Context: an optimization exercise on an open-source flow, tuned for small area and a short achievable clock period. The choices shown serve that exercise and are no tape-out recipe.
In this exercise RTL edits were held to simulation tests only and were not proved equivalent to the original.
No activity file was given, so power comes from the tool's default toggle rates.

## freqres4
module freqres4 (
    input  wire        clk,
    input  wire        rst,
    input  wire [2:0]  cmd_op,
    input  wire [1:0]  cmd_ch,
    input  wire [7:0]  cmd_arg0,
    input  wire [7:0]  cmd_arg1,
    input  wire [1:0]  cmd_flags,
    output reg         out_valid,
    output reg  [1:0]  out_ch,
    output wire [10:0] out_freq
);
Size in the first run: ~2300 cells after synthesis, ~340 flip-flops, about 39 I/O pins, roughly 21000 um^2 of cells after synthesis.
==> flow/config.mk <==
export PLATFORM = sky130hd
export DESIGN_NAME = freqres4
export DESIGN_NICKNAME = freqres4
export VERILOG_FILES = /design/flow/design.v
export SDC_FILE = /design/flow/constraint.sdc
export NUM_CORES = 4
export LEC_CHECK = 0
export ABC_AREA = 1
export CAP_MARGIN = 20
export CORE_MARGIN = 2
export CORE_UTILIZATION = 40
export CTS_BUF_LIST = sky130_fd_sc_hd__clkbuf_8
export CTS_CLUSTER_DIAMETER = 80
export CTS_CLUSTER_SIZE = 12
export SLEW_MARGIN = 20
==> flow/constraint.sdc <==
create_clock -name core_clock -period 15.0 [get_ports {clk}]
set_input_delay 3.0000 -clock core_clock [delete_from_list [all_inputs] [get_ports {clk}]]
set_output_delay 3.0000 -clock core_clock [all_outputs]
set_load 0.01 [all_outputs]
standard.sh (not shown) runs the stock make flow with config.mk's settings and CLKGATE_MAP_FILE= SYNTH_SCRIPT=/design/flow/synth_recipe.tcl, a recipe that flattens the netlist after the stock synthesis.
==> flow/flow/run.sh <==
#!/bin/bash
# Layout flow: the standard ORFS flow (standard synthesis unchanged),
# with timing repair aimed below the clock period and free cell sizing.
#   SETUP_SLACK_MARGIN    repair_timing keeps working until setup slack
#                         reaches this margin (ns) instead of 0: CTS_MARGIN
#                         for the steps up to clock tree synthesis, then
#                         GRT_MARGIN for the repair after global routing
#   MATCH_CELL_FOOTPRINT  0 lets sizing swap cells of different footprints
#   BUFFER_PORTS_ARGS     port buffers as buf_2 instead of delay cells
# Each make run's full output goes to its own log in the work folder
# (flow_make_cts.log, flow_make_finish.log); ORFS keeps each step's log
# under orfs/logs/.
set -euo pipefail
CTS_MARGIN=8.5
GRT_MARGIN=6.5
COMMON=(MATCH_CELL_FOOTPRINT=0 "BUFFER_PORTS_ARGS=-buffer_cell sky130_fd_sc_hd__buf_2")
bash standard.sh "${COMMON[@]}" SETUP_SLACK_MARGIN=$CTS_MARGIN cts > flow_make_cts.log 2>&1
bash standard.sh "${COMMON[@]}" SETUP_SLACK_MARGIN=$GRT_MARGIN finish > flow_make_finish.log 2>&1
Then changed:
--- a/flow/design.v
+++ b/flow/design.v
@@ -489,32 +489,30 @@
     assign d_vsx  = rst ? 8'd0 : cmd_arg0;
     assign w_vd   = e_vdel;
     assign d_vd   = rst ? 8'd0 : cmd_arg0;
     assign w_vdm  = is_note || (is_step && vib_on && vdm);
     assign d_vdm  = !rst && (is_note ? (vd != 8'd0) : (vv != 8'd1));
     assign w_vv   = is_note || (e_vib && !vdm) || (is_step && vib_on);
     assign d_vv   = is_note ? vd :
                     !is_step ? 8'd0 :
                     vdm      ? vv - 8'd1 :
                     {2'b00, vt_wrap ? vp + 2'd1 : vp, vt_wrap ? 4'd0 : vt_inc};
     assign w_ip   = is_uses || (is_step && cmd_flags[1]);
     assign d_ip   = (rst || is_uses) ? 12'd0 : ip_new;
-    wire        is_ch3 = (cmd_ch == 2'd3);
-    wire [13:0] ra = is_ch3 ? 14'd0 : {3'b000, cur_new};
-    wire [13:0] rb = is_ch3 ? 14'd0 : {{2{ip_new[11]}}, ip_new};
-    wire [13:0] rc = is_ch3 ? {6'd0, noise_n2} : {3'b000, tone_n2};
-    wire [13:0] cs_s = ra ^ rb ^ rc;
-    wire [13:0] cs_c = {(ra[12:0] & rb[12:0]) | (ra[12:0] & rc[12:0]) | (rb[12:0] & rc[12:0]), 1'b0};
-    reg  [13:0] s_r;
-    reg  [13:0] c_r;
-    reg  [12:0] q_r;
+    wire       is_ch3 = (cmd_ch == 2'd3);
+    reg [10:0] t2_r;
+    reg [10:0] cur_r;
+    reg [11:0] ip_r;
+    reg [12:0] q_r;
     always @(posedge clk) begin
         out_valid <= !rst && is_step;
         out_ch    <= cmd_ch;
-        s_r       <= cs_s;
-        c_r       <= cs_c;
+        t2_r      <= is_ch3 ? {3'b000, noise_n2} : tone_n2;
+        cur_r     <= is_ch3 ? 11'd0 : cur_new;
+        ip_r      <= is_ch3 ? 12'd0 : ip_new;
         q_r       <= is_ch3 ? 13'd0 : q;
     end
-    wire signed [13:0] f_sum = $signed(s_r) + $signed(c_r) + $signed({q_r[12], q_r});
+    wire signed [13:0] f_sum = $signed({3'b000, cur_r}) + $signed({{2{ip_r[11]}}, ip_r})
+                             + $signed({q_r[12], q_r}) + $signed({3'b000, t2_r});
     wire [10:0] tone_out = f_sum[13] ? 11'd0 : (f_sum[12:11] != 2'b00) ? 11'd2047 : f_sum[10:0];
     assign out_freq = tone_out;   
 endmodule
The changed run ran to the end with no violations.
Wire length goes down slightly.
Core utilization falls by 0.30 points.
Non-clock buffer count fell by 4.
Power goes up by roughly a tenth.
Register-to-register slack gets better by 0.45 ns.
Sequential power rose by a few percent.
Count of clock-buffer cells in the layout grows by 2.
Area after synthesis hardly moves.
First-iteration DRC count shrinks by a little under a tenth.
Worst hold slack improved by 0.016 ns.
Combinational power goes up by about a fifth.


## alpha
Another version of the RTL of freqres4 (not shown whole).
Size in the first run: about 2300 cells after synthesis, about 21000 um^2 of cells after synthesis.
export LEC_CHECK = 0
export ABC_AREA = 1
export CAP_MARGIN = 20
export CORE_MARGIN = 2
export CORE_UTILIZATION = 40
export CTS_BUF_LIST = sky130_fd_sc_hd__clkbuf_8
export CTS_CLUSTER_DIAMETER = 80
export CTS_CLUSTER_SIZE = 12
export SLEW_MARGIN = 20
create_clock -name core_clock -period 15.0 [get_ports {clk}]
==> flow/flow/run.sh <==
#!/bin/bash
# Layout flow: the standard ORFS flow (standard synthesis unchanged),
# with timing repair aimed below the clock period and free cell sizing.
#   SETUP_SLACK_MARGIN    repair_timing keeps working until setup slack
#                         reaches this margin (ns) instead of 0: CTS_MARGIN
#                         for the steps up to clock tree synthesis, then
#                         GRT_MARGIN for the repair after global routing
#   MATCH_CELL_FOOTPRINT  0 lets sizing swap cells of different footprints
#   BUFFER_PORTS_ARGS     port buffers as buf_2 instead of delay cells
# Each make run's full output goes to its own log in the work folder
# (flow_make_cts.log, flow_make_finish.log); ORFS keeps each step's log
# under orfs/logs/.
set -euo pipefail
CTS_MARGIN=8.25
GRT_MARGIN=6.5
COMMON=(MATCH_CELL_FOOTPRINT=0 "BUFFER_PORTS_ARGS=-buffer_cell sky130_fd_sc_hd__buf_2")
bash standard.sh "${COMMON[@]}" SETUP_SLACK_MARGIN=$CTS_MARGIN cts > flow_make_cts.log 2>&1
bash standard.sh "${COMMON[@]}" SETUP_SLACK_MARGIN=$GRT_MARGIN finish > flow_make_finish.log 2>&1
Here is what was changed in the inputs of beta compared with alpha.
--- a/flow/design.v
+++ b/flow/design.v
@@ -458,25 +458,25 @@
     wire [3:0] vt_inc  = vt + 4'd1;
     wire       vt_wrap = (vt_inc >= vs);
     wire signed [5:0] vib = !vib_run     ? 6'sd0 :
                             (vp == 2'd1) ? $signed({2'b00, ve}) :
                             (vp == 2'd3) ? -$signed({2'b00, ve}) : 6'sd0;
     wire signed [8:0]  tune_vib = $signed(tune) + $signed({{3{vib[5]}}, vib});
     wire signed [12:0] q = $signed({{4{tune_vib[8]}}, tune_vib}) - $signed({2'b00, tgt});
     wire [10:0] tone_rd;
     fr_tone_rom u_rom (.note(is_note ? cmd_arg0[6:0] : note_sum[6:0]), .freq(tone_rd));
     wire [10:0] tone_n2  = n2_low ? 11'd44 : n2_high ? 11'd2015 : tone_rd;   
     wire [10:0] tone_arg = tone_rd;
-    wire [7:0]  noise_rd;
-    fr_noise_rom u_noise (.note(note_sum[6:0]), .ctrl(noise_rd));
-    wire [7:0]  noise_n2 = n2_low ? 8'hD7 : n2_high ? 8'h00 : noise_rd;      
+    wire [6:0]  note2 = n2_low ? 7'd0 : n2_high ? 7'd71 : note_sum[6:0];
+    wire [7:0]  noise_n2;
+    fr_noise_rom u_noise (.note(note2), .ctrl(noise_n2));
     wire porta_play = (dir == DIR_PORTA) && (spd != 8'd0) && cmd_flags[0];
     assign w_note = is_note;
     assign d_note = rst ? 7'd0 : cmd_arg0[6:0];
     assign w_cur  = (is_note && !porta_play) || is_step;
     assign d_cur  = rst ? 11'd0 : is_note ? tone_arg : cur_new;
     assign d_tgt  = rst ? 11'd44 : tone_arg;   
     assign w_tv   = is_note;
     assign w_dir  = e_slide;
     assign w_spd  = e_slide;
     assign d_spd  = rst ? 8'd0 : cmd_arg0;
     assign w_tune = e_tune;
### Flow results
- From alpha to beta the numbers moved as follows: design area fell by 2.0%, data-path buffer share of cell area in the final layout rose by 0.24 points.
- NOTE count of placed standard cells including taps alpha->beta decreased slightly
- Going from alpha to beta, area occupied by multi-input gates now smaller, count of buffers added by post-CTS timing repair for setup now larger, detailed-route wire length down about 2.3%.
- Compared with alpha, beta shows synthesized area lower by 2.7%.
- As far as latest clock arrival within the worst-skew pair is concerned, alpha and beta perform about the same.
- Clock skew essentially unchanged between alpha and beta.
- Measured against each other, beta and alpha differ in fraction of area in registers, the higher figure coming from beta.
- | xor/xnor cell area share of the yosys netlist | alpha vs beta | ≈ equal |
- Clock-buffer cell count, beta and alpha, lower one = alpha.
- In the final design statistics, beta uses fewer standard cells in total than alpha.
- beta reports a lower mean cell area of the mapped netlist than alpha does.


## maple
RTL: one of the versions met above, not the one the previous note started from.
Size in the first run: ~2300 cells after synthesis, about 340 flip-flops, about 39 I/O pins, ~0.021 sq mm of cells after synthesis.
Settings: LEC_CHECK=0, ABC_AREA=1, CAP_MARGIN=20, CORE_MARGIN=2, CORE_UTILIZATION=40, CTS_BUF_LIST=sky130_fd_sc_hd__clkbuf_8, CTS_CLUSTER_DIAMETER=80, CTS_CLUSTER_SIZE=12, SLEW_MARGIN=20; clock period 15.0 ns.
==> flow/flow/run.sh <==
#!/bin/bash
# Layout flow: the standard ORFS flow (standard synthesis unchanged),
# with timing repair aimed below the clock period and free cell sizing.
#   SETUP_SLACK_MARGIN    repair_timing keeps working until setup slack
#                         reaches this margin (ns) instead of 0: CTS_MARGIN
#                         for the steps up to clock tree synthesis, then
#                         GRT_MARGIN for the repair after global routing
#   MATCH_CELL_FOOTPRINT  0 lets sizing swap cells of different footprints
#   BUFFER_PORTS_ARGS     port buffers as buf_2 instead of delay cells
# Each make run's full output goes to its own log in the work folder
# (flow_make_cts.log, flow_make_finish.log); ORFS keeps each step's log
# under orfs/logs/.
set -euo pipefail
CTS_MARGIN=8.6
GRT_MARGIN=6.5
COMMON=(MATCH_CELL_FOOTPRINT=0 "BUFFER_PORTS_ARGS=-buffer_cell sky130_fd_sc_hd__buf_2")
bash standard.sh "${COMMON[@]}" SETUP_SLACK_MARGIN=$CTS_MARGIN cts > flow_make_cts.log 2>&1
bash standard.sh "${COMMON[@]}" SETUP_SLACK_MARGIN=$GRT_MARGIN finish > flow_make_finish.log 2>&1
Input changes introduced in birch (baseline for comparison: maple):
--- a/flow/design.v
+++ b/flow/design.v
@@ -489,32 +489,30 @@
     assign d_vsx  = rst ? 8'd0 : cmd_arg0;
     assign w_vd   = e_vdel;
     assign d_vd   = rst ? 8'd0 : cmd_arg0;
     assign w_vdm  = is_note || (is_step && vib_on && vdm);
     assign d_vdm  = !rst && (is_note ? (vd != 8'd0) : (vv != 8'd1));
     assign w_vv   = is_note || (e_vib && !vdm) || (is_step && vib_on);
     assign d_vv   = is_note ? vd :
                     !is_step ? 8'd0 :
                     vdm      ? vv - 8'd1 :
                     {2'b00, vt_wrap ? vp + 2'd1 : vp, vt_wrap ? 4'd0 : vt_inc};
     assign w_ip   = is_uses || (is_step && cmd_flags[1]);
     assign d_ip   = (rst || is_uses) ? 12'd0 : ip_new;
-    wire        is_ch3 = (cmd_ch == 2'd3);
-    wire [13:0] ra = is_ch3 ? 14'd0 : {3'b000, cur_new};
-    wire [13:0] rb = is_ch3 ? 14'd0 : {{2{ip_new[11]}}, ip_new};
-    wire [13:0] rc = is_ch3 ? {6'd0, noise_n2} : {3'b000, tone_n2};
-    wire [13:0] cs_s = ra ^ rb ^ rc;
-    wire [13:0] cs_c = {(ra[12:0] & rb[12:0]) | (ra[12:0] & rc[12:0]) | (rb[12:0] & rc[12:0]), 1'b0};
-    reg  [13:0] s_r;
-    reg  [13:0] c_r;
-    reg  [12:0] q_r;
+    wire       is_ch3 = (cmd_ch == 2'd3);
+    reg [10:0] t2_r;
+    reg [10:0] cur_r;
+    reg [11:0] ip_r;
+    reg [12:0] q_r;
     always @(posedge clk) begin
         out_valid <= !rst && is_step;
         out_ch    <= cmd_ch;
-        s_r       <= cs_s;
-        c_r       <= cs_c;
+        t2_r      <= is_ch3 ? {3'b000, noise_n2} : tone_n2;
+        cur_r     <= is_ch3 ? 11'd0 : cur_new;
+        ip_r      <= is_ch3 ? 12'd0 : ip_new;
         q_r       <= is_ch3 ? 13'd0 : q;
     end
-    wire signed [13:0] f_sum = $signed(s_r) + $signed(c_r) + $signed({q_r[12], q_r});
+    wire signed [13:0] f_sum = $signed({3'b000, cur_r}) + $signed({{2{ip_r[11]}}, ip_r})
+                             + $signed({q_r[12], q_r}) + $signed({3'b000, t2_r});
     wire [10:0] tone_out = f_sum[13] ? 11'd0 : (f_sum[12:11] != 2'b00) ? 11'd2047 : f_sum[10:0];
     assign out_freq = tone_out;   
 endmodule
Notes after the runs:
- Looking at number of distinct library cells after synthesis, birch sits 1.7% lower than maple does.
- Compared to maple, birch has post-place setup slack 0.40 ns higher.
- Note that the power after layout recorded for birch amounts to 1.10 times the value seen in maple.
- Compared with maple, birch shows a lower end-of-flow core utilization.
- Of birch and maple, it is birch that has the lower global-route usage.
- Relative to maple, non-clock buffer count decreased by about 20% in birch.
- Looking at final worst slack, birch sits 0.19 ns lower than maple does.
- In the flow results for birch and maple, the met1 routing resource usage after global routing is smaller on birch.
- Summary of birch over maple: total via count after detailed routing has decreased; worst slew margin relative to its limit has decreased.
- | wire length | birch vs maple | 3200 um lower |
- [birch vs maple] final area: lower in birch
- birch gives more shortest period the worst path allows than maple did.
- Part of the total power dissipated in combinational logic delta for birch relative to maple: 3.1 points higher

-- re-timing with driven ports --
No port has a modelled driver above. Below, the same layouts with a new extraction and two added sets of constraints.
Step 1 assumes that a clkbuf_16 drives the clock port and a buf_2 every other input.
Step 2 moves the port delays by t, midway between the first and last clock arrival at a register: inputs arrive t later, outputs are due t later. That takes back most of the time a late clock gives input paths.
Three values: ideal, step 1, step 2; two values: the first two.
run | shift t [ns] | setup WS [ns] | slew at the worst register clock pin (ns) | pins driven straight from the clock port
the first run of note 1 | 0.657 | 8.351 / 8.320 / 7.662 | 0.09 / 0.09 | 1
the second run of note 1 | 0.625 | 8.384 / 8.331 / 7.804 | 0.09 / 0.09 | 1
alpha | 0.620 | 8.222 / 8.233 / 7.613 | 0.09 / 0.09 | 1
beta | 0.614 | 8.107 / 8.141 / 7.527 | 0.10 / 0.10 | 1
maple | 0.611 | 8.431 / 8.403 / 7.792 | 0.09 / 0.09 | 1
birch | 0.623 | 8.246 / 8.195 / 7.900 | 0.09 / 0.09 | 1
After both steps every run listed still meets setup and hold. The setup slack of the first run of note 1, which loses most, moves by -0.031 ns with the drivers and by -0.689 ns with both steps.
